This is an optimization exercise on Yosys and OpenROAD, whose aim is small area, a short achievable clock period and few clock cycles per item, not a production implementation. The RTL was checked by simulation tests, not by an equivalence proof against the original design.

`design/flow/config.mk`:
```
export PLATFORM = sky130hd
export DESIGN_NAME = ook_frontend
export DESIGN_NICKNAME = ook_frontend
export VERILOG_FILES = /design/flow/design.v
export SDC_FILE = /design/flow/constraint.sdc
export NUM_CORES = 4
export LEC_CHECK = 0
export CAP_MARGIN = 20
export CORE_MARGIN = 2
export CORE_UTILIZATION = 40
export SLEW_MARGIN = 20
```
`design/flow/constraint.sdc`:
```
create_clock -name core_clock -period 22.0 [get_ports {clk}]
set_input_delay 4.4000 -clock core_clock [delete_from_list [all_inputs] [get_ports {clk}]]
set_output_delay 4.4000 -clock core_clock [all_outputs]
set_load 0.01 [all_outputs]
```
`design/flow/design.v`:
```
module ook_frontend (
    input  wire         clk,
    input  wire         rst,           
    input  wire [267:0] cfg,           
    input  wire         in_valid,
    output wire         in_ready,
    input  wire         in_flush,      
    input  wire [31:0]  in_ts,
    input  wire         in_level,
    output reg          out_valid,
    output reg          out_miss,      
    output reg  [7:0]   out_proto,
    output reg  [63:0]  out_bits,
    output reg  [31:0]  out_time
);
    localparam NPROTO = 4;
    localparam RW     = 67;
    localparam [2:0] S_ZERO = 3'd0, S_ONE = 3'd1, S_SYNCGAP = 3'd2,
                     S_PREAMBLE = 3'd3, S_INVALID = 3'd4;
    assign in_ready = 1'b1;
    reg         prev_valid;
    reg  [31:0] prev_ts;
    reg         prev_level;
    reg  [NPROTO-1:0] live;
    reg  [NPROTO-1:0] synced;
    reg  [7:0]        sync_cnt [0:NPROTO-1];
    reg  [6:0]        nbits    [0:NPROTO-1];
    reg  [63:0]       sr       [0:NPROTO-1];
    wire        step      = in_valid & in_ready & ~in_flush;
    wire        flush     = in_valid & in_ready &  in_flush;
    wire [31:0] duration  = in_ts - prev_ts;
    wire        plevel    = prev_level;
    wire        pok       = (in_level != prev_level);
    wire [2:0]  sym      [0:NPROTO-1];
    wire        sync_hit [0:NPROTO-1];
    wire [7:0]  c_count  [0:NPROTO-1];
    wire [7:0]  c_flen   [0:NPROTO-1];
    wire        c_slevel [0:NPROTO-1];
    wire        c_blevel [0:NPROTO-1];
    genvar g;
    generate
        for (g = 0; g < NPROTO; g = g + 1) begin : row
            wire [RW-1:0] c = cfg[g*RW +: RW];
            wire [15:0] unit      = c[15:0];
            wire [6:0]  tol       = c[22:16];
            wire [7:0]  short_m   = c[30:23];
            wire [7:0]  long_m    = c[38:31];
            wire [7:0]  sync_m    = c[46:39];
            assign c_count[g]     = c[54:47];
            assign c_flen[g]      = c[62:55];
            assign c_slevel[g]    = c[63];
            assign c_blevel[g]    = c[64];
            wire        short_one = c[65];
            wire        sync_kind = c[66];
            wire [23:0] t_short = short_m * unit;
            wire [23:0] t_long  = long_m  * unit;
            wire [23:0] t_sync  = sync_m  * unit;
            wire [31:0] df_short = (duration > {8'd0, t_short}) ? duration - t_short : t_short - duration;
            wire [31:0] df_long  = (duration > {8'd0, t_long})  ? duration - t_long  : t_long  - duration;
            wire [31:0] df_sync  = (duration > {8'd0, t_sync})  ? duration - t_sync  : t_sync  - duration;
            wire [38:0] lhs_short = {7'd0, df_short} * 39'd100;
            wire [38:0] rhs_short = {15'd0, t_short} * {32'd0, tol};
            wire in_short = (lhs_short <= rhs_short);
            wire [38:0] lhs_long = {7'd0, df_long} * 39'd100;
            wire [38:0] rhs_long = {15'd0, t_long} * {32'd0, tol};
            wire in_long = (lhs_long <= rhs_long);
            wire [38:0] lhs_sync = {7'd0, df_sync} * 39'd100;
            wire [38:0] rhs_sync = {15'd0, t_sync} * {32'd0, tol};
            wire in_sync = (lhs_sync <= rhs_sync);
            wire hit_sync  = (plevel == c_slevel[g]) & in_sync;
            wire hit_short = (plevel == c_blevel[g]) & in_short;
            wire hit_long  = (plevel == c_blevel[g]) & in_long;
            assign sync_hit[g] = hit_sync;
            assign sym[g] = hit_sync  ? (sync_kind ? S_PREAMBLE : S_SYNCGAP) :
                            hit_short ? (short_one ? S_ONE : S_ZERO) :
                            hit_long  ? (short_one ? S_ZERO : S_ONE) :
                                        S_INVALID;
        end
    endgenerate
    reg  [NPROTO-1:0] n_live, n_synced;
    reg  [7:0]        n_cnt   [0:NPROTO-1];
    reg  [6:0]        n_nbits [0:NPROTO-1];
    reg  [63:0]       n_sr    [0:NPROTO-1];
    reg               done, abort;
    reg  [1:0]        win;
    reg               listen;
    reg               is_sync;
    reg  [NPROTO-1:0] complete;
    integer p;
    always @* begin
        n_live   = live;
        n_synced = synced;
        for (p = 0; p < NPROTO; p = p + 1) begin
            n_cnt[p]   = sync_cnt[p];
            n_nbits[p] = nbits[p];
            n_sr[p]    = sr[p];
        end
        done     = 1'b0;
        abort    = 1'b0;
        win      = 2'd0;
        complete = {NPROTO{1'b0}};
        listen   = 1'b0;
        is_sync  = 1'b0;
        if (step && prev_valid) begin
            if (live == {NPROTO{1'b0}}) begin
                if (pok) begin
                    for (p = 0; p < NPROTO; p = p + 1) begin
                        if (sync_hit[p]) begin
                            n_live[p]   = 1'b1;
                            n_cnt[p]    = 8'd1;
                            n_synced[p] = (c_count[p] <= 8'd1);
                        end
                    end
                end
            end else begin
                for (p = 0; p < NPROTO; p = p + 1) begin
                    if (live[p]) begin
                        listen  = synced[p] ? c_blevel[p] : c_slevel[p];
                        is_sync = (sym[p] == S_SYNCGAP) || (sym[p] == S_PREAMBLE);
                        if (!pok) begin
                            n_live[p] = 1'b0;
                        end else if (plevel == listen) begin
                            if (!synced[p]) begin
                                if (is_sync) begin
                                    if (sync_cnt[p] != 8'd255)
                                        n_cnt[p] = sync_cnt[p] + 8'd1;
                                    if (n_cnt[p] >= c_count[p])
                                        n_synced[p] = 1'b1;
                                end else begin
                                    n_live[p] = 1'b0;
                                end
                            end else begin
                                if (sym[p] == S_ZERO || sym[p] == S_ONE) begin
                                    n_sr[p][nbits[p][5:0]] = sym[p][0];
                                    n_nbits[p] = nbits[p] + 7'd1;
                                end else if (is_sync && nbits[p] == 7'd0) begin
                                end else begin
                                    n_live[p] = 1'b0;
                                end
                            end
                        end
                        if (!n_live[p]) begin
                            n_synced[p] = 1'b0;
                            n_cnt[p]    = 8'd0;
                            n_nbits[p]  = 7'd0;
                            n_sr[p]     = 64'd0;
                        end
                    end
                end
                for (p = 0; p < NPROTO; p = p + 1)
                    complete[p] = n_live[p] && n_synced[p] &&
                                  ({1'b0, n_nbits[p]} == c_flen[p]);
                if (complete != {NPROTO{1'b0}}) begin
                    done = 1'b1;
                    for (p = NPROTO - 1; p >= 0; p = p - 1)
                        if (complete[p]) win = p[1:0];
                end else if (n_live == {NPROTO{1'b0}}) begin
                    abort = 1'b1;
                end
                if (done || abort) begin
                    n_live   = {NPROTO{1'b0}};
                    n_synced = {NPROTO{1'b0}};
                    for (p = 0; p < NPROTO; p = p + 1) begin
                        n_cnt[p]   = 8'd0;
                        n_nbits[p] = 7'd0;
                        n_sr[p]    = 64'd0;
                    end
                end
            end
        end
    end
    always @(posedge clk) begin
        if (rst) begin
            prev_valid <= 1'b0;
            prev_ts    <= 32'd0;
            prev_level <= 1'b0;
            live       <= {NPROTO{1'b0}};
            synced     <= {NPROTO{1'b0}};
            for (p = 0; p < NPROTO; p = p + 1) begin
                sync_cnt[p] <= 8'd0;
                nbits[p]    <= 7'd0;
                sr[p]       <= 64'd0;
            end
            out_valid  <= 1'b0;
            out_miss   <= 1'b0;
            out_proto  <= 8'd0;
            out_bits   <= 64'd0;
            out_time   <= 32'd0;
        end else begin
            out_valid <= 1'b0;
            out_miss  <= 1'b0;
            if (flush) begin
                live   <= {NPROTO{1'b0}};
                synced <= {NPROTO{1'b0}};
                for (p = 0; p < NPROTO; p = p + 1) begin
                    sync_cnt[p] <= 8'd0;
                    nbits[p]    <= 7'd0;
                    sr[p]       <= 64'd0;
                end
            end else if (step) begin
                prev_valid <= 1'b1;
                prev_ts    <= in_ts;
                prev_level <= in_level;
                live       <= n_live;
                synced     <= n_synced;
                for (p = 0; p < NPROTO; p = p + 1) begin
                    sync_cnt[p] <= n_cnt[p];
                    nbits[p]    <= n_nbits[p];
                    sr[p]       <= n_sr[p];
                end
                if (done) begin
                    out_valid <= 1'b1;
                    out_miss  <= 1'b0;
                    out_proto <= {6'd0, win};
                    out_bits  <= n_sr[win];
                    out_time  <= in_ts;
                end else if (abort) begin
                    out_valid <= 1'b1;
                    out_miss  <= 1'b1;
                    out_proto <= 8'd0;
                    out_bits  <= 64'd0;
                    out_time  <= in_ts;
                end
            end
        end
    end
endmodule
```
`design/flow/run.sh`:
```
#!/bin/bash
# synth_recipe.tcl (not shown) runs the flow's synth.tcl, then flattens the netlist and writes it again
# the make line also repeats each setting of config.mk as NAME=value (left out here)
make -C /OpenROAD-flow-scripts/flow DESIGN_CONFIG=/design/flow/config.mk WORK_HOME=/design/flow/orfs CLKGATE_MAP_FILE= SYNTH_SCRIPT=/design/flow/synth_recipe.tcl finish
```
==> results.sh <==
export IMPL_num_vias=168000
export IMPL_num_nets_final=30500
export IMPL_path_max_fanout=19
export IMPL_path_common_cell="a21oi_1"
export IMPL_crit_arrival_ns=21.69
export IMPL_initial_core_util_pct=40.1
export IMPL_ys_warn_count=7
export IMPL_fin_util_pct=43.9
export IMPL_wl_per_cell_um=20.9
export IMPL_drt_first_iter_violations=12300
export IMPL_worst_r2r_startpoint="prev_ts[0]$_SDFFE_PP0P_"
export IMPL_fin_skew_ns=0.113
export IMPL_synthesis_area_mm2=0.193
export IMPL_rows=255
export IMPL_synthArstFlopShare_pct=0
export IMPL_antenna_left=0
export IMPL_tightest_slew_ns=1.15
export IMPL_fin_crit_ns=21.22
export IMPL_hpwl_um=531000
export IMPL_synth_ff_type="dfxtp_1"
export IMPL_cts_root_buf="clkbuf_16"
export IMPL_max_slew_margin_pct=22.7
export IMPL_coreArea_mm2=0.481
export IMPL_hp_start="prev_ts[20]$_SDFFE_PP0P_"
export IMPL_maxSlewViolCount=0
export IMPL_clk_pin_slew_ns=0.06
export IMPL_grt_ovfl_total=0
export IMPL_clock_latency_ns=0.69
export IMPL_slowest_delay_ns=0.66
export IMPL_cts_hold_buf=0
export IMPL_areaGrowthSynthToFinish_pct=9.42
export IMPL_die_y_um=698
export IMPL_synth_cell_types=96
export IMPL_synth_seq_cells=202
export IMPL_cts_num_sinks=202
export IMPL_holdPathStages=2
export IMPL_grt_pass1_vias=169000
export IMPL_layout_drive_gt1_share_pct=5.83
export IMPL_synth_edff_count=0
export IMPL_pin_count=412
export IMPL_final_hold_violation_count=0
export IMPL_place_congestion=0.956
export IMPL_syn_inst=23800
export IMPL_r2r_setup_slack_ns=5.86
export IMPL_hold_ws_ns=0.454
export IMPL_slowest_stage="clkdlybuf4s50_1"
export IMPL_r2r_cells=68
export IMPL_drv_cap=0
export IMPL_worst_ep_required_time_ns=22.47
export IMPL_antenna_found_initial=66
export IMPL_seq_area_frac_synth_pct=2.10
export IMPL_vias_per_cell=5.48
export IMPL_die_area_mm2=0.488
export IMPL_setup_viol=0
export IMPL_fmax_mhz=47.1
export IMPL_min_to="prev_ts[20]$_SDFFE_PP0P_"
export IMPL_grt_max_degree=73
export IMPL_hold_class="flip-flop to flip-flop"
export IMPL_die_w_um=698
export IMPL_worstSetupEndpointType="flip-flop"
export IMPL_port_buffers=396
export IMPL_synth_area_per_cell_um2=8.10
export IMPL_cts_tree="built"
export IMPL_gr_usage_all_layers_pct=25.9
export IMPL_drcViolationCount=0
export IMPL_post_route_period_util_pct=96.5
export IMPL_grt_pass1_wl_um=995000
export IMPL_crit_type="primary input to flip-flop"
export IMPL_cts_inserted_buffers=25
export IMPL_dr_pass1_iters=6
export IMPL_status="finished clean"
export IMPL_reg2reg_to="sync_cnt[3][3]$_SDFFE_PP0P_"
export IMPL_cts_max_level=1
export IMPL_wl_um=642000
export IMPL_cts_path_max_buffers=3
export IMPL_cp_start_kind="primary input"
-- cells in the mapped netlist, drive strengths merged (135+ instances only) --
master | n | share of area, %
a21o | 794 | 3.1
mux2i | 162 | 0.84
nor2 | 737 | 1.4
nand4 | 222 | 0.72
clkbuf | 907 | 1.8
nand3 | 280 | 0.73
a31oi | 135 | 0.45
fa | 2663 | 28
and3 | 239 | 0.78
nand2 | 2920 | 5.7
dfxtp | 202 | 2.1
nand2b | 251 | 0.81
inv | 3489 | 6.8
o21bai | 323 | 1.3
and2 | 1491 | 4.8
xnor2 | 886 | 4.0
o21ai | 812 | 2.1
a211oi | 144 | 0.56
ha | 3315 | 22
xor2 | 409 | 1.9
nor2b | 230 | 0.75
a21oi | 1637 | 4.3
nor3 | 248 | 0.64
-- through the flow --
stage | instance area (um^2) | setup WS, ns | setup TNS (ns) | cells
2_1_floorplan | 193000 | 1.62 | 0 | 23800
3_5_place_dp | 209000 | -0.847 | -84.32 | 30600
6_report | 211000 | 0.779 | 0 | 30700
4_1_cts | 210000 | 0.00734 | 0 | 30700
3_3_place_gp | 209000 | -0.674 | -61.10 | 30600
5_1_grt | 211000 | -0.0233 | -0.126 | 30700
-- logic make-up (layout without fill, tap and decap cells) --
logic type | count (synthesis) | in the layout | synth area share (%)
buffers and inverters | 4456 | 4912 | 8.70
muxes | 205 | 205 | 1.09
and+or+nand+nor | 6960 | 6960 | 17.6
other | 2 | 47 | 0.00389
adders and majority gates | 5978 | 5978 | 49.2
AOI/OAI and AO/OA | 4696 | 4697 | 15.4
DFF | 202 | 202 | 2.10
xor gates and xnor gates | 1296 | 1296 | 5.89
-- critical path: cells and delay by family --
kind	cells	cell delay, ns
adders and majority gates	11	4.28
muxes	1	0.18
xor gates and xnor gates	4	1.22
and+or+nand+nor	18	4.57
buffers and inverters	11	2.13
AOI/OAI and AO/OA	28	4.87
-- worst max-delay path by stage --
stage	start	end	slack, ns	depth (start not counted)
3_3_place_gp	cfg[92]	nbits[3][6]$_SDFFE_PP0P_	-0.67	74
6_report	cfg[204]	sync_cnt[3][3]$_SDFFE_PP0P_	0.78	73
3_5_place_dp	cfg[92]	nbits[3][6]$_SDFFE_PP0P_	-0.85	72
4_1_cts	cfg[93]	nbits[1][0]$_SDFFE_PP0P_	0.007	74
2_1_floorplan	cfg[67]	sync_cnt[0][6]$_SDFFE_PP0P_	1.62	75
5_1_grt	cfg[176]	nbits[1][0]$_SDFFE_PP0P_	-0.02	73
-- cell usage in the layout, fill, tap and decap left out, types with 388 or more instances in the layout --
cell type / Yosys / layout
xnor2_1: 886 / 822
a21o_1: 794 / 794
xor2_1: 409 / 388
inv_1: 3489 / 3464
nor2_1: 737 / 723
fa_1: 2663 / 2662
and2_1: 1483 / 1482
buf_4: 8 / 949
nand2_1: 2920 / 2913
ha_1: 3315 / 3311
o21ai_0: 803 / 791
a21oi_1: 1635 / 1617
-- area by class of cell --
| class | instances | area, um^2 |
|---|---|---|
| fillers | 48600 | 270000 |
| multi-input cells | 19100 | 173000 |
| inverters | 3493 | 13100 |
| repair buffers | 1375 | 11500 |
| well taps | 6425 | 8040 |
| flip-flops and latches | 202 | 4050 |
| clock buffers | 30 | 674 |
| clock inverters | 14 | 153 |
| diodes | 40 | 100 |
-- registers in the layout, indices dropped and copies added, names as in the netlist --
signal,count
out_bits,64
out_time,32
prev_ts,32
sync_cnt,32
nbits,28
live,4
synced,4
out_proto,2
out_miss,1
out_valid,1
prev_level,1
prev_valid,1
-- layer usage --
layer	vias to the layer above	share of wire [%]	global-route usage, %
met4	22	3.6	8.02
met3	802	7.5	4.24
met1	83200	44	35.3
li1	79300	-	-
met2	4988	45	41.9
met5	-	0.022	0
-- what timing repair did --
action,in CTS,in global routing
resized for setup,7,166
cloned,0,1
endpoints found under the setup margin,47,168
buffers inserted,0,22
pin swaps,0,13
Testbench counts, summed over its fixed seeds: cycles 23,370, items 23,354.

what the ideal ports hide:
The flow's constraints put no driver on any port. The routed layout listed below was extracted and timed again, unchanged, in two steps.
Step 1 assumes that a clkbuf_16 drives the clock port and a buf_2 every other input.
Step 2 adds t to the input delays and takes it off the output delays; t is the mean of the earliest and latest rising clock arrival at the registers after step 1. Input paths then give back, and output paths get back, about the clock's delay inside the block.
Slacks: ideal ports / drivers / drivers and shift; pairs: ideal ports / drivers.
shift t [ns]: 0.706
slack for setup (ns): 0.779 / 0.827 / 0.122
hold slack, ns: 0.454 / 0.454 / 0.454
clock arrival spread, ns: 0.113 / 0.113
worst register clock-pin slew, ns: 0.07 / 0.07
After both steps this run still meets setup and hold. The setup slack of this run moves by +0.048 ns with the drivers and by -0.657 ns with both steps.
